This design comes from an exercise in tuning for small area on the open sky130 flow, not from production work.
Only simulation tests tie the RTL to the original design; equivalence was not proved.
Power figures rest on the tool's default switching activity, not on a simulated workload.

the baseline:
Design gpu_core, start of the top module:
module gpu_core (
    input  wire        clk,
    input  wire        rst,           
    input  wire        rx_valid,
    input  wire [7:0]  rx_data,
    output wire        tx_valid,
    output wire [7:0]  tx_data,
    input  wire        fill_req,
    output wire [11:0] rgb,
    output wire        hsync,
    output wire        vsync,
    output wire        de,
    output wire [9:0]  x,
    output wire [9:0]  y,
    output wire        frame,
    output wire        line,
    output wire        valid_data,
    output wire        in_bounds,
    output wire        seg_re,
    output wire        seg_we,
    output wire [13:0] seg_addr,
    output wire [31:0] seg_wdata,
    input  wire [31:0] seg_rdata,
    output wire        fb_rd_bank,
    output wire [7:0]  fb_rd_cx,
    output wire [7:0]  fb_rd_cy,
    input  wire [2:0]  fb_rdata,
    output wire        fb_we,
    output wire        fb_wr_bank,
    output wire [7:0]  fb_wr_cx,
    output wire [7:0]  fb_wr_cy,
    output wire [2:0]  fb_wdata
);
Size in the first run: about 1,100 cells after synthesis, about 170 flip-flops, ~180 I/O pins, about 0.0092 mm2 of cells after synthesis.
==> module gpu_decoder, before the edit <==
module gpu_decoder (
    input  wire        clk,
    input  wire        rst,
    input  wire        rx_valid,
    input  wire [7:0]  rx_data,
    input  wire        frame,
    output reg         wr_req,
    output reg  [13:0] idx,
    output reg  [31:0] seg,
    output wire        bounds_we,
    output wire [13:0] bs,
    output wire [13:0] be,
    output reg         tx_valid,
    output wire [7:0]  tx_data
);
    localparam [3:0] CMD = 4'd0, WR_IDX0 = 4'd1, WR_Y1 = 4'd6, VSYNC = 4'd8,
                     BOUNDS_S0 = 4'd9, BOUNDS_COMMIT = 4'd13;
    reg [3:0] state;
    reg       ack;
    assign bounds_we = (state == BOUNDS_COMMIT) & frame;
    assign tx_data   = {ack, ~ack, ack, ack, ack, ack, ~ack, ack};    
    assign bs        = idx;
    assign be        = {seg[21:16], seg[31:24]};
    always @(posedge clk) begin
        if (rst) begin
            state    <= CMD;
            wr_req   <= 1'b0;
            tx_valid <= 1'b0;
        end else begin
            wr_req   <= 1'b0;
            tx_valid <= 1'b0;
            case (state)
                BOUNDS_COMMIT, VSYNC: begin
                    if (frame) begin
                        tx_valid <= 1'b1;
                        ack      <= 1'b1;
                        state    <= CMD;
                    end
                end
                default: begin
                    if (rx_valid) begin
                        case (state)
                            CMD: begin
                                case (rx_data)
                                    8'h00: begin tx_valid <= 1'b1; ack <= 1'b0; end
                                    8'h01:   state <= WR_IDX0;
                                    8'h02:   state <= BOUNDS_S0;
                                    8'h03:   state <= VSYNC;
                                    default: ;
                                endcase
                            end
                            WR_Y1: begin
                                wr_req   <= 1'b1;
                                tx_valid <= 1'b1;
                                ack      <= 1'b1;
                                state    <= CMD;
                            end
                            default: state <= state + 4'd1;
                        endcase
                    end
                end
            endcase
        end
    end
    always @(posedge clk) begin
        if (rx_valid) begin
            case (state)
                4'd1, 4'd9:  idx[7:0]   <= rx_data;
                4'd2, 4'd10: idx[13:8]  <= rx_data[5:0];
                4'd3, 4'd11: seg[31:24] <= rx_data;
                4'd4, 4'd12: seg[23:16] <= rx_data;
                4'd5:        seg[15:8]  <= rx_data;
                4'd6:        seg[7:0]   <= rx_data;
                default: ;
            endcase
        end
    end
endmodule
export LEC_CHECK = 0
export ABC_AREA = 1
export CAP_MARGIN = 0
export CORE_MARGIN = 2
export CORE_UTILIZATION = 60
export PLACE_DENSITY = 0.75
export SLEW_MARGIN = 0
create_clock -name core_clock -period 10.0 [get_ports {clk}]
standard.sh (not shown) runs the stock make flow with config.mk's settings and CLKGATE_MAP_FILE= SYNTH_SCRIPT=/design/flow/synth_recipe.tcl, a recipe that flattens the netlist after the stock synthesis.
==> flow/flow/run.sh <==
#!/bin/bash
# The standard layout (standard.sh) with these changes, each tool's output in its own log:
#  - synthesis maps the logic with the area-oriented ABC script in flow/abc_area.script,
#  - without ORFS's hard adder cells (ADDER_MAP_FILE empty), so ABC optimises adders too;
#    registers are mapped exactly as in the standard synthesis,
#  - the port buffers are the smallest buffer, sky130_fd_sc_hd__buf_1,
#  - timing-driven global placement does not keep its trial repairs (GPL_KEEP_OVERFLOW 0);
#    the resizer step after placement still repairs every slew and capacitance violation,
#  - clock tree synthesis uses clkbuf_8, clusters up to 20 sinks within 60 um and adds no
#    dummy loads.
set -u
rm -rf myscripts
cp -r "$FLOW_HOME/scripts" myscripts
cp flow/abc_area.script myscripts/abc_area.script
export BUFFER_PORTS_ARGS="-buffer_cell sky130_fd_sc_hd__buf_1"
export GPL_KEEP_OVERFLOW=0
export CTS_ARGS="-sink_clustering_enable -repair_clock_nets -sink_clustering_size 20 -sink_clustering_max_diameter 60 -buf_list sky130_fd_sc_hd__clkbuf_8 -dont_use_dummy_load"
bash standard.sh SCRIPTS_DIR="$PWD/myscripts" ADDER_MAP_FILE= finish > standard.log 2>&1
==> flow/flow/abc_area.script <==
strash
&get -n
&deepsyn -T 60
&put
dch -f
amap
topo
Input changes introduced in the candidate (baseline for comparison: the baseline):
--- a/flow/design.v
+++ b/flow/design.v
@@ -171,65 +171,52 @@
     input  wire        clk,
     input  wire        rst,
     input  wire        rx_valid,
     input  wire [7:0]  rx_data,
     input  wire        frame,
-    output reg         wr_req,
+    output wire        wr_req,
     output reg  [13:0] idx,
     output reg  [31:0] seg,
     output wire        bounds_we,
     output wire [13:0] bs,
     output wire [13:0] be,
-    output reg         tx_valid,
+    output wire        tx_valid,
     output wire [7:0]  tx_data
 );
-    localparam [3:0] CMD = 4'd0, WR_IDX0 = 4'd1, WR_Y1 = 4'd6, VSYNC = 4'd8,
-                     BOUNDS_S0 = 4'd9, BOUNDS_COMMIT = 4'd13;
+    localparam [3:0] CMD = 4'd0, WR_IDX0 = 4'd1, WR_Y1 = 4'd6, WR_ACK = 4'd7,
+                     VSYNC = 4'd8, BOUNDS_S0 = 4'd9, BOUNDS_COMMIT = 4'd13,
+                     ACK = 4'd14;
     reg [3:0] state;
-    reg       ack;
+    reg       ping;
     assign bounds_we = (state == BOUNDS_COMMIT) & frame;
-    assign tx_data   = {ack, ~ack, ack, ack, ack, ack, ~ack, ack};    
+    assign wr_req    = (state == WR_ACK);
+    assign tx_valid  = ping | wr_req | (state == ACK);
+    assign tx_data   = {~ping, ping, ~ping, ~ping, ~ping, ~ping, ping, ~ping};    
     assign bs        = idx;
     assign be        = {seg[21:16], seg[31:24]};
     always @(posedge clk) begin
         if (rst) begin
-            state    <= CMD;
-            wr_req   <= 1'b0;
-            tx_valid <= 1'b0;
+            state <= CMD;
+            ping  <= 1'b0;
         end else begin
-            wr_req   <= 1'b0;
-            tx_valid <= 1'b0;
+            ping <= 1'b0;
             case (state)
-                BOUNDS_COMMIT, VSYNC: begin
-                    if (frame) begin
-                        tx_valid <= 1'b1;
-                        ack      <= 1'b1;
-                        state    <= CMD;
-                    end
-                end
-                default: begin
+                BOUNDS_COMMIT, VSYNC: if (frame) state <= ACK;
+                CMD, WR_ACK, ACK: begin
+                    state <= CMD;
                     if (rx_valid) begin
-                        case (state)
-                            CMD: begin
-                                case (rx_data)
-                                    8'h00: begin tx_valid <= 1'b1; ack <= 1'b0; end
-                                    8'h01:   state <= WR_IDX0;
-                                    8'h02:   state <= BOUNDS_S0;
-                                    8'h03:   state <= VSYNC;
-                                    default: ;
-                                endcase
-                            end
-                            WR_Y1: begin
-                                wr_req   <= 1'b1;
-                                tx_valid <= 1'b1;
-                                ack      <= 1'b1;
-                                state    <= CMD;
-                            end
-                            default: state <= state + 4'd1;
+                        case (rx_data)
+                            8'h00:   ping  <= 1'b1;
+                            8'h01:   state <= WR_IDX0;
+                            8'h02:   state <= BOUNDS_S0;
+                            8'h03:   state <= VSYNC;
+                            default: ;
                         endcase
                     end
                 end
+                WR_Y1:   if (rx_valid) state <= WR_ACK;
+                default: if (rx_valid) state <= state + 4'd1;
             endcase
         end
     end
     always @(posedge clk) begin
         if (rx_valid) begin
## What came out
- Where routed wire length is concerned, the baseline is better than the candidate.
- The candidate reports a lower part of the cycle the worst path needs than the baseline does.
- In the metrics for the baseline and the candidate, the one carrying the lower sequential cell area share is the baseline.
- Multi-input logic portion of the cell area was lower in the run labelled the baseline.
- Comparing the baseline and the candidate, the higher synthesized area was measured on the baseline.
- Status: power share of the clock group parity (the baseline, the candidate)

## afterwards: timing with drivers on the ports
The results above use ideal ports. As a check the final layouts listed here were re-extracted and re-timed, cells and wires unchanged.
Step 1 (the two cells are an assumption about what drives the block):
set clk [get_ports {clk}]
set_driving_cell -lib_cell sky130_fd_sc_hd__clkbuf_16 $clk
set_driving_cell -lib_cell sky130_fd_sc_hd__buf_2 [delete_from_list [all_inputs] $clk]
Step 2 moves the port delays by t, midway between the first and last clock arrival at a register: inputs arrive t later, outputs are due t later. That takes back most of the time a late clock gives input paths.
Slacks: ideal ports / drivers / drivers and shift; pairs: ideal ports / drivers.
run | t, ns | setup WS [ns] | latest minus earliest clock arrival (ns) | cell pins on the clock port's net
the baseline | 0.482 | 0.819 / 0.838 / 0.356 | 0.044 / 0.044 | 1
the candidate | 0.489 | 1.183 / 1.171 / 0.682 | 0.048 / 0.048 | 1
After both steps setup and hold are still met in every run listed. For the candidate, which loses most, drivers alone change the setup slack by -0.012 ns; drivers and shift together by -0.501 ns.
